This is an optimization exercise on Yosys and OpenROAD, whose aim is small area, a short achievable clock period and few clock cycles, not a production implementation.
Function was checked by simulation only, so behaviour that the tests miss may differ from the original.

<file path="flow/run.sh">
#!/bin/bash
# synth_recipe.tcl (not shown) runs the flow's synth.tcl, then flattens the netlist and writes it again
# the make line also repeats each setting of config.mk as NAME=value (left out here)
make -C /OpenROAD-flow-scripts/flow DESIGN_CONFIG=/design/flow/config.mk WORK_HOME=/design/flow/orfs CLKGATE_MAP_FILE= SYNTH_SCRIPT=/design/flow/synth_recipe.tcl finish
</file>
<file path="flow/config.mk">
export PLATFORM = sky130hd
export DESIGN_NAME = pdm_fe
export DESIGN_NICKNAME = pdm_fe
export VERILOG_FILES = /design/flow/design.v
export SDC_FILE = /design/flow/constraint.sdc
export NUM_CORES = 4
export LEC_CHECK = 0
export CAP_MARGIN = 20
export CORE_MARGIN = 2
export CORE_UTILIZATION = 22
export PLACE_DENSITY = 0.3
export SLEW_MARGIN = 20
</file>
<file path="flow/constraint.sdc">
create_clock -name core_clock -period 45.0 [get_ports {clk}]
set_input_delay 9.0000 -clock core_clock [delete_from_list [all_inputs] [get_ports {clk}]]
set_output_delay 9.0000 -clock core_clock [all_outputs]
set_load 0.01 [all_outputs]
</file>
<file path="flow/design.v">
module fp_mul (
    input  wire [31:0] a,
    input  wire [31:0] b,
    output reg  [31:0] y
);
    wire        sa = a[31];
    wire        sb = b[31];
    wire [7:0]  ea = a[30:23];
    wire [7:0]  eb = b[30:23];
    wire [22:0] ma = a[22:0];
    wire [22:0] mb = b[22:0];
    wire a_nan  = (ea == 8'hFF) && (ma != 0);
    wire b_nan  = (eb == 8'hFF) && (mb != 0);
    wire a_inf  = (ea == 8'hFF) && (ma == 0);
    wire b_inf  = (eb == 8'hFF) && (mb == 0);
    wire a_zero = (ea == 8'h00) && (ma == 0);
    wire b_zero = (eb == 8'h00) && (mb == 0);
    wire sy = sa ^ sb;
    wire [23:0] siga = {ea != 0, ma};
    wire [23:0] sigb = {eb != 0, mb};
    wire [9:0]  xa   = (ea == 0) ? 10'd1 : {2'b00, ea};
    wire [9:0]  xb   = (eb == 0) ? 10'd1 : {2'b00, eb};
    wire [47:0] prod = siga * sigb;
    reg [5:0] lz;
    integer k;
    always @* begin
        lz = 6'd48;
        for (k = 0; k < 48; k = k + 1)
            if (prod[k]) lz = 6'd47 - k[5:0];
    end
    wire [47:0] pn = prod << lz;
    wire signed [11:0] e = $signed({2'b00, xa}) + $signed({2'b00, xb}) - 12'sd126 - $signed({6'b0, lz});
    reg [47:0] m;
    reg        st;
    reg [7:0]  ef;
    reg [95:0] sh;
    reg [6:0]  shamt;
    reg [30:0] mag;
    reg        rup;
    always @* begin
        m  = pn;
        st = 1'b0;
        ef = 8'd0;
        sh = 96'd0;
        shamt = 7'd0;
        if (e >= 12'sd1) begin
            ef = e[7:0];
        end else begin
            if (e < -12'sd60) shamt = 7'd61;
            else              shamt = 7'd1 - e[6:0];
            sh = {pn, 48'd0} >> shamt;
            m  = sh[95:48];
            st = |sh[47:0];
            ef = 8'd0;
        end
        rup = m[23] & ((|m[22:0]) | st | m[24]);
        mag = {ef, m[46:24]} + {30'd0, rup};
        if (a_nan || b_nan || (a_inf && b_zero) || (a_zero && b_inf))
            y = 32'h7FC00000;
        else if (a_inf || b_inf)
            y = {sy, 8'hFF, 23'd0};
        else if (a_zero || b_zero)
            y = {sy, 31'd0};
        else if (e >= 12'sd255)
            y = {sy, 8'hFF, 23'd0};
        else if (mag[30:23] == 8'hFF)
            y = {sy, 8'hFF, 23'd0};
        else
            y = {sy, mag};
    end
endmodule
module fp_add (
    input  wire [31:0] a,
    input  wire [31:0] b,
    output reg  [31:0] y
);
    wire a_nan = (a[30:23] == 8'hFF) && (a[22:0] != 0);
    wire b_nan = (b[30:23] == 8'hFF) && (b[22:0] != 0);
    wire a_inf = (a[30:23] == 8'hFF) && (a[22:0] == 0);
    wire b_inf = (b[30:23] == 8'hFF) && (b[22:0] == 0);
    wire        swap = b[30:0] > a[30:0];
    wire [31:0] x    = swap ? b : a;
    wire [31:0] z    = swap ? a : b;
    wire [7:0]  ex   = (x[30:23] == 0) ? 8'd1 : x[30:23];
    wire [7:0]  ez   = (z[30:23] == 0) ? 8'd1 : z[30:23];
    wire [26:0] mx   = {x[30:23] != 0, x[22:0], 3'b000};
    wire [26:0] mz   = {z[30:23] != 0, z[22:0], 3'b000};
    wire [7:0]  d    = ex - ez;
    wire [5:0]  dc   = (d > 8'd31) ? 6'd31 : d[5:0];
    wire [53:0] zs   = {mz, 27'd0} >> dc;
    wire [26:0] mza  = {zs[53:28], zs[27] | (|zs[26:0])};
    wire        sub  = x[31] ^ z[31];
    wire [27:0] s    = sub ? ({1'b0, mx} - {1'b0, mza}) : ({1'b0, mx} + {1'b0, mza});
    reg [4:0]  lz;
    integer    k;
    always @* begin
        lz = 5'd27;
        for (k = 0; k < 27; k = k + 1)
            if (s[k]) lz = 5'd26 - k[4:0];
    end
    reg [27:0] n;
    reg [8:0]  en;
    reg [4:0]  shl;
    reg [7:0]  ef;
    reg        rup;
    reg [30:0] mag;
    always @* begin
        n   = s;
        en  = {1'b0, ex};
        shl = 5'd0;
        if (s[27]) begin
            n  = {1'b0, s[27:2], s[1] | s[0]};
            en = {1'b0, ex} + 9'd1;
        end else if (!s[26]) begin
            if ({3'd0, lz} < ex) shl = lz;
            else                 shl = ex[4:0] - 5'd1;
            n  = s << shl;
            en = {1'b0, ex} - {4'd0, shl};
        end
        ef  = n[26] ? en[7:0] : 8'd0;
        rup = n[2] & (n[1] | n[0] | n[3]);
        mag = {ef, n[25:3]} + {30'd0, rup};
        if (a_nan || b_nan || (a_inf && b_inf && (a[31] != b[31])))
            y = 32'h7FC00000;
        else if (a_inf)
            y = a;
        else if (b_inf)
            y = b;
        else if (s == 0)
            y = {a[31] & b[31], 31'd0};
        else if (en >= 9'd255 || mag[30:23] == 8'hFF)
            y = {x[31], 8'hFF, 23'd0};
        else
            y = {x[31], mag};
    end
endmodule
module fp_quant (
    input  wire [31:0] x,
    output reg  [15:0] q,
    output wire        nan
);
    wire [31:0] v;
    fp_mul u_scale (.a(x), .b(32'h46FFFE00), .y(v));
    assign nan = (v[30:23] == 8'hFF) && (v[22:0] != 0);
    reg [38:0] ip;
    reg [16:0] mag;
    always @* begin
        ip  = 39'd0;
        mag = 17'd0;
        if (!v[31] && v[30:0] > 31'h46FFFE00)
            q = 16'h7FFF;                        
        else if (v[31] && v[30:0] > 31'h47000000)
            q = 16'h8000;                        
        else begin
            if (v[30:23] >= 8'd127) begin
                ip  = {15'd0, 1'b1, v[22:0]} << (v[30:23] - 8'd127);
                mag = {1'b0, ip[38:23]};
            end
            q = v[31] ? (16'd0 - mag[15:0]) : mag[15:0];
        end
    end
endmodule
module pdm_fe (
    input  wire         clk,
    input  wire         rst,
    input  wire         cmd_valid,
    output wire         cmd_ready,
    input  wire [39:0]  cmd,
    output reg          rsp_valid,
    output reg  [3:0]   rsp_status,
    output reg  [3:0]   rsp_count,
    output wire [255:0] rsp_data
);
    localparam MAXTAPS = 16;
    localparam OP_CLR    = 8'h01, OP_SETLEN = 8'h02, OP_SETFAC = 8'h03,
               OP_LDC    = 8'h04, OP_INIT   = 8'h05, OP_APPLY  = 8'h10,
               OP_UNPK   = 8'h20, OP_DSYNC  = 8'h30, OP_DEC    = 8'h31,
               OP_QNT    = 8'h32, OP_CONV   = 8'h40, OP_RDS    = 8'h50,
               OP_RDC    = 8'h51, OP_RDD    = 8'h52;
    localparam ST_OK = 4'd0, ST_ILLEGAL = 4'd1, ST_STATE = 4'd2, ST_CONFIG = 4'd3,
               ST_RESOURCE = 4'd4, ST_ARG = 4'd5, ST_RANGE = 4'd6, ST_NAN = 4'd7;
    localparam F_POS1 = 32'h3F800000, F_NEG1 = 32'hBF800000;
    localparam S_IDLE = 2'd0, S_EXEC = 2'd1, S_MAC = 2'd2, S_QNT = 2'd3;
    reg         ready_st;                
    reg  [31:0] len_r;
    reg  [31:0] fac_r;
    reg  [4:0]  cptr_r;
    reg  [31:0] phase_r;
    reg  [31:0] coef [0:MAXTAPS-1];
    reg  [31:0] dly  [0:MAXTAPS-1];
    reg  [1:0]  fsm;
    reg  [7:0]  op_q;
    reg  [31:0] a_q;
    reg  [3:0]  k_q;                     
    reg  [3:0]  i_q;                     
    reg  [31:0] acc_q;
    reg  [31:0] y_q;                     
    reg  [31:0] ph_q;                    
    reg  [3:0]  nout_q;
    reg         kept_q;
    reg  [31:0] obuf [0:7];
    assign cmd_ready = (fsm == S_IDLE);
    genvar g;
    generate
        for (g = 0; g < 8; g = g + 1) begin : g_out
            assign rsp_data[32*g +: 32] = obuf[g];
        end
    endgenerate
    wire [7:0]  op = op_q;
    wire [31:0] a  = a_q;
    wire known = (op == OP_CLR)  || (op == OP_SETLEN) || (op == OP_SETFAC) ||
                 (op == OP_LDC)  || (op == OP_INIT)   || (op == OP_APPLY)  ||
                 (op == OP_UNPK) || (op == OP_DSYNC)  || (op == OP_DEC)    ||
                 (op == OP_QNT)  || (op == OP_CONV)   || (op == OP_RDS)    ||
                 (op == OP_RDC)  || (op == OP_RDD);
    wire kind_none = (op == OP_CLR) || (op == OP_INIT) || (op == OP_DSYNC);
    wire kind_u8   = (op == OP_UNPK) || (op == OP_CONV);
    wire illegal   = !known || (kind_none && a != 0) || (kind_u8 && a[31:8] != 0);
    wire need_uninit = (op == OP_SETLEN) || (op == OP_SETFAC) || (op == OP_LDC) || (op == OP_INIT);
    wire need_ready  = (op == OP_APPLY) || (op == OP_DSYNC) || (op == OP_DEC) ||
                       (op == OP_CONV) || (op == OP_RDD);
    wire bad_state   = (need_uninit && ready_st) || (need_ready && !ready_st);
    wire is_conv = (op == OP_CONV);
    function [31:0] new_sample;
        input [3:0] j;
        begin
            if (is_conv) new_sample = a[{2'b00, j[2:0]}] ? F_POS1 : F_NEG1;
            else         new_sample = a;
        end
    endfunction
    reg [31:0] tap_d;
    always @* begin
        if (i_q <= k_q) tap_d = new_sample(k_q - i_q);
        else            tap_d = dly[i_q - k_q - 4'd1];
    end
    wire [31:0] prod;
    wire [31:0] acc_n;
    fp_mul u_mul (.a(tap_d), .b(coef[i_q]), .y(prod));
    fp_add u_add (.a(acc_q), .b(prod), .y(acc_n));
    wire last_tap  = ({1'b0, i_q} == len_r[4:0] - 5'd1);
    wire keep      = (ph_q == fac_r - 32'd1);
    wire [31:0] qin = (fsm == S_QNT) ? y_q : a;
    wire [15:0] q_val;
    wire        q_nan;
    fp_quant u_qnt (.x(qin), .q(q_val), .nan(q_nan));
    integer j;
    always @(posedge clk) begin
        rsp_valid <= 1'b0;
        if (rst) begin
            fsm      <= S_IDLE;
            ready_st <= 1'b0;
            len_r    <= 32'd0;
            fac_r    <= 32'd0;
            cptr_r   <= 5'd0;
            phase_r  <= 32'd0;
        end else begin
            case (fsm)
            S_IDLE: begin
                if (cmd_valid) begin
                    op_q <= cmd[39:32];
                    a_q  <= cmd[31:0];
                    fsm  <= S_EXEC;
                end
            end
            S_EXEC: begin
                rsp_valid  <= 1'b1;
                rsp_status <= ST_OK;
                rsp_count  <= 4'd0;
                fsm        <= S_IDLE;
                if (illegal) begin
                    rsp_status <= ST_ILLEGAL;
                end else if (bad_state) begin
                    rsp_status <= ST_STATE;
                end else begin
                    case (op)
                    OP_CLR: begin
                        ready_st <= 1'b0;
                        len_r    <= 32'd0;
                        fac_r    <= 32'd0;
                        cptr_r   <= 5'd0;
                        phase_r  <= 32'd0;
                    end
                    OP_SETLEN: begin
                        len_r  <= a;
                        cptr_r <= 5'd0;
                    end
                    OP_SETFAC: begin
                        fac_r <= a;
                    end
                    OP_LDC: begin
                        if (cptr_r >= MAXTAPS) begin
                            rsp_status <= ST_RESOURCE;
                        end else begin
                            coef[cptr_r[3:0]] <= a;
                            cptr_r <= cptr_r + 5'd1;
                        end
                    end
                    OP_INIT: begin
                        if ($signed(len_r) < 1 || $signed(fac_r) < 1)
                            rsp_status <= ST_CONFIG;
                        else if ($signed(len_r) > MAXTAPS)
                            rsp_status <= ST_RESOURCE;
                        else if (len_r != {27'd0, cptr_r})
                            rsp_status <= ST_ARG;
                        else begin
                            for (j = 0; j < MAXTAPS; j = j + 1)
                                dly[j] <= 32'd0;
                            phase_r  <= 32'd0;
                            ready_st <= 1'b1;
                        end
                    end
                    OP_APPLY, OP_CONV: begin
                        rsp_valid <= 1'b0;
                        k_q    <= 4'd0;
                        i_q    <= 4'd0;
                        acc_q  <= 32'd0;
                        ph_q   <= phase_r;
                        nout_q <= 4'd0;
                        fsm    <= S_MAC;
                    end
                    OP_UNPK: begin
                        rsp_count <= 4'd8;
                        for (j = 0; j < 8; j = j + 1)
                            obuf[j] <= a[j] ? F_POS1 : F_NEG1;
                    end
                    OP_DSYNC: begin
                        phase_r <= 32'd0;
                    end
                    OP_DEC: begin
                        if (phase_r == fac_r - 32'd1) begin
                            phase_r   <= 32'd0;
                            rsp_count <= 4'd1;
                            obuf[0]   <= a;
                        end else begin
                            phase_r <= phase_r + 32'd1;
                        end
                    end
                    OP_QNT: begin
                        if (q_nan) begin
                            rsp_status <= ST_NAN;
                        end else begin
                            rsp_count <= 4'd1;
                            obuf[0]   <= {{16{q_val[15]}}, q_val};
                        end
                    end
                    OP_RDS: begin
                        rsp_count <= 4'd1;
                        case (a)
                        32'd0: obuf[0] <= {31'd0, ready_st};
                        32'd1: obuf[0] <= len_r;
                        32'd2: obuf[0] <= fac_r;
                        32'd3: obuf[0] <= {27'd0, cptr_r};
                        32'd4: obuf[0] <= phase_r;
                        32'd5: obuf[0] <= MAXTAPS;
                        default: begin
                            rsp_status <= ST_RANGE;
                            rsp_count  <= 4'd0;
                        end
                        endcase
                    end
                    OP_RDC: begin
                        if (a >= {27'd0, cptr_r}) begin
                            rsp_status <= ST_RANGE;
                        end else begin
                            rsp_count <= 4'd1;
                            obuf[0]   <= coef[a[3:0]];
                        end
                    end
                    OP_RDD: begin
                        if (a >= len_r) begin
                            rsp_status <= ST_RANGE;
                        end else begin
                            rsp_count <= 4'd1;
                            obuf[0]   <= dly[a[3:0]];
                        end
                    end
                    default: ;
                    endcase
                end
            end
            S_MAC: begin
                if (!last_tap) begin
                    acc_q <= acc_n;
                    i_q   <= i_q + 4'd1;
                end else if (!is_conv) begin
                    for (j = MAXTAPS - 1; j > 0; j = j - 1)
                        dly[j] <= dly[j-1];
                    dly[0]     <= a;
                    obuf[0]    <= acc_n;
                    rsp_valid  <= 1'b1;
                    rsp_status <= ST_OK;
                    rsp_count  <= 4'd1;
                    fsm        <= S_IDLE;
                end else begin
                    y_q    <= acc_n;
                    kept_q <= keep;
                    acc_q  <= 32'd0;
                    i_q    <= 4'd0;
                    ph_q   <= keep ? 32'd0 : ph_q + 32'd1;
                    fsm    <= S_QNT;
                end
            end
            S_QNT: begin
                if (kept_q && q_nan) begin
                    rsp_valid  <= 1'b1;
                    rsp_status <= ST_NAN;
                    rsp_count  <= 4'd0;
                    fsm        <= S_IDLE;
                end else begin
                    if (kept_q)
                        obuf[nout_q[2:0]] <= {{16{q_val[15]}}, q_val};
                    if (k_q == 4'd7) begin
                        for (j = 0; j < MAXTAPS; j = j + 1)
                            if (j < 8) dly[j] <= a[7-j] ? F_POS1 : F_NEG1;
                            else       dly[j] <= dly[j-8];
                        phase_r    <= ph_q;
                        rsp_valid  <= 1'b1;
                        rsp_status <= ST_OK;
                        rsp_count  <= nout_q + {3'd0, kept_q};
                        fsm        <= S_IDLE;
                    end else begin
                        nout_q <= nout_q + {3'd0, kept_q};
                        k_q    <= k_q + 4'd1;
                        fsm    <= S_MAC;
                    end
                end
            end
            endcase
        end
    end
endmodule
</file>
==> impl_metrics.ini <==
[timing]
skew_ps = 69.45
timing.slew.headroom = 0.1277
fin_setup_tns_ps = 0
timing.final.ws_setup_ps = 2940
timing.final.crit_period_ps = 42060
transition_time_at_the_pin_with_the_least_slew_margin_ps = 1305
final_hold_viol_count = 0
finalHoldWorstSlack_ps = 468.9
slew_viol_final = 0
rsz0062_at_grt = no
fmax_mhz = 23.78
setup_viol_count_final = 0
share_of_the_clock_period_used_by_the_worst_path_after_layout = 0.9347

[floorplanning]
fp-row-count = 287
floorplan.die.width_um = 785.5
initial_utilization = 0.2203
pin_count = 309
vertical_extent_of_the_die_um = 785.5
coreArea_um2 = 609700
area_of_the_die_um2 = 617000

[synthesis]
synth_area_leader = edfxtp_1
post_synth_main_area_contributors = edfxtp_1, fa_1, mux4_2
synthesis.area_um2 = 134400
synth.top_cell.area_share = 0.2959
post_synth_inst_count = 14140
yosys.cell_types.count = 148
postSynth.topFlopCell = edfxtp_1
synth_fp_nets = 15310
synth_edf_count = 1324
async_flop_share = 0
postSynthAreaPerCell_um2 = 9.505
synth.ff_latch_count = 1493
synth.yosys.seq_area_share = 0.3211
ys.warnings.count = 6

[drt]
drtAntennaViolNets = 0
wirelength_routed_mm = 734.1
drc_errors = 0
routedWlPerCell_um = 32.74
dr_total_vias = 121600
drt_iter0_drc = 13290
firstDrtPassIters = 8
avgViaCountPerCell = 5.425

[cts]
cts_made_buffers = 188
clock-root-buffer = clkbuf_16
ctsHtreeMaxLevel = 4
ctsHoldBuffers = 0
clock_sink_count = 1493
worst_skew_pair.late_latency_ps = 910
clk_pin_slew_worst_paths_ps = 60
clock_tree_from_tritoncts = yes
clock_path_buffers = 4

[final_layout]
fin_area_um2 = 154500
layoutNonFillerInstCount = 22420
utilization_after_layout = 0.2533
most-common-layout-cells = nand2_1, edfxtp_1, nor2_1
filler_cell_count = 65630
layout-drive-gt1-share = 0.1137
mostFrequentLayoutCell = nand2_1
design.final.nets = 15320
seqCellArea_um2 = 43170
area_growth_pct = 14.98
multiInputGateArea_um2 = 84650

[placement]
placed_area_um2 = 148200
io_buffer_count = 307
place.detailed.instances = 22030
place.gp.congestion = 0.8785
place_ws_ps = 1833
dp.final_hpwl_mm = 544.6

[critical_path]
wp_data_required_ps = 45630
highest_cell_delay_on_the_worst_timing_path_ps = 900
timing.setup.critical_path_class = flip-flop to flip-flop
worst-endpoint-arrival_ps = 42690
crit_path_max_fanout = 50
cpMostUsedCell = nor2_1
cp-end-kind = flip-flop
crit_path_start_kind = flip-flop
crit_path_top_delay_cell = o31ai_4

[global_routing]
global_route.overflow_total = 0
grt_most_used_layer = met2
grt.met2_usage = 0.3705
met1_track_usage_gr = 0.3245
number_of_global_route_vias_before_repair = 121300
grt_usage = 0.2296
grt_antenna_before_repair = 87
global_route_met3_usage = 0.02825
grt_start_max_net_pins = 144
grt_first_pass_wirelength_mm = 1018

[min_path]
worst_hold_path_type = flip-flop to flip-flop

[status]
run_status = no timing/DRC/antenna violations

[flow_run]
max_cap_viol_count = 0
routing by layer:
metal	part of all wire	wire [um]	up-vias
met2	0.46	335900	4553
met4	0.029	20980	10
met5	0.000093	68	-
met1	0.46	336400	63230
met3	0.056	40750	873
li1	-	-	52960
sequential cells by signal, indices dropped and copies added, names as in the netlist, 4 cells and up, named ones only:
signal	count
acc_q	32
dly	512
y_q	32
phase_r	32
len_r	32
nout_q	4
rsp_count	4
cptr_r	5
op_q	8
a_q	32
fac_r	32
coef	512
ph_q	32
i_q	4
obuf	200
k_q	4
what timing repair did:
item,in CTS,in global routing
endpoints found under the setup margin,0,93
setup buffers,0,17
resized for setup,0,16
hold endpoints to repair,0,0
worst paths after layout:
kind / from / to / slack, ps / depth (start not counted)
max: i_q[0]$_DFFE_PP_ / obuf[0][9]$_DFFE_PP_ / 2940 / 161
min: obuf[1][24]$_DFF_P_ / obuf[1][24]$_DFF_P_ / 470 / 2
max reg2reg: i_q[0]$_DFFE_PP_ / obuf[0][9]$_DFFE_PP_ / 2940 / 161
min reg2reg: obuf[1][24]$_DFF_P_ / obuf[1][24]$_DFF_P_ / 470 / 2
kinds of logic after synthesis:
family,count (synthesis),share of synthesized area
AND/OR/NAND/NOR,4807,0.1741
other,1,0.00002791
adder cells (fa/ha/maj),1139,0.1430
XOR/XNOR,391,0.02565
flip-flops,1493,0.3211
AO/OA/AOI/OAI,3804,0.2031
multiplexers,586,0.07597
buffers and inverters,1914,0.05703
Yosys cell counts, drive strengths merged (108+ instances only):
master	instances
nor4	151
nor2	1124
and2	379
nand3	467
a22oi	367
mux2i	174
a31oi	108
nand2b	124
a211oi	152
a221oi	133
dfxtp	169
o211ai	117
a21o	108
nand4	177
o21ai	604
buf	252
xor2	141
ha	468
clkbuf	773
fa	663
o22ai	146
edfxtp	1324
a21oi	752
a22o	319
inv	884
and3	126
nand2	1415
xnor2	249
nor3	343
mux4	338
area by class of cell:
type | count | area share
multi-input combinational | 10730 | 0.5480
sequential | 1493 | 0.2794
tap | 8092 | 0.06554
timing repair buffer | 848 | 0.04681
clock buffer | 239 | 0.03190
inverter | 889 | 0.02163
clock inverter | 99 | 0.006188
antenna | 34 | 0.0005508
critical path: cells and delay by family, from the launching register on:
| family | cells | cell delay, ps |
|---|---|---|
| AO/OA/AOI/OAI | 50 | 13880 |
| AND/OR/NAND/NOR | 70 | 12840 |
| adder cells (fa/ha/maj) | 21 | 8180 |
| buffers and inverters | 15 | 4140 |
| multiplexers | 2 | 1040 |
| XOR/XNOR | 3 | 940 |
| flip-flops | 1 | 510 |
Testbench counts, summed over its fixed seeds: cycles 180,296.

==> re-timing with driven ports <==
No port has a modelled driver above. Below, the same layout with a new extraction and two added sets of constraints. Step 1: set_driving_cell puts a clkbuf_16 on clk and a buf_2 on each other input, an assumption about the parent block. Step 2 adds t to the input delays and takes it off the output delays; t is the mean of the earliest and latest rising clock arrival at the registers after step 1. Input paths then give back, and output paths get back, about the clock's delay inside the block. a / b / c = ideal ports / drivers / drivers and shift; a / b = the first two.
t, ns: 0.986
slack for setup (ns): 2.940 / 2.940 / 2.940
worst hold slack (ns): 0.469 / 0.469 / 0.469
worst slew at a driven data input, ns: 0.16
After both steps this run still meets setup and hold. The setup slack of this run moves by 0.000 ns with the drivers and by 0.000 ns with both steps.
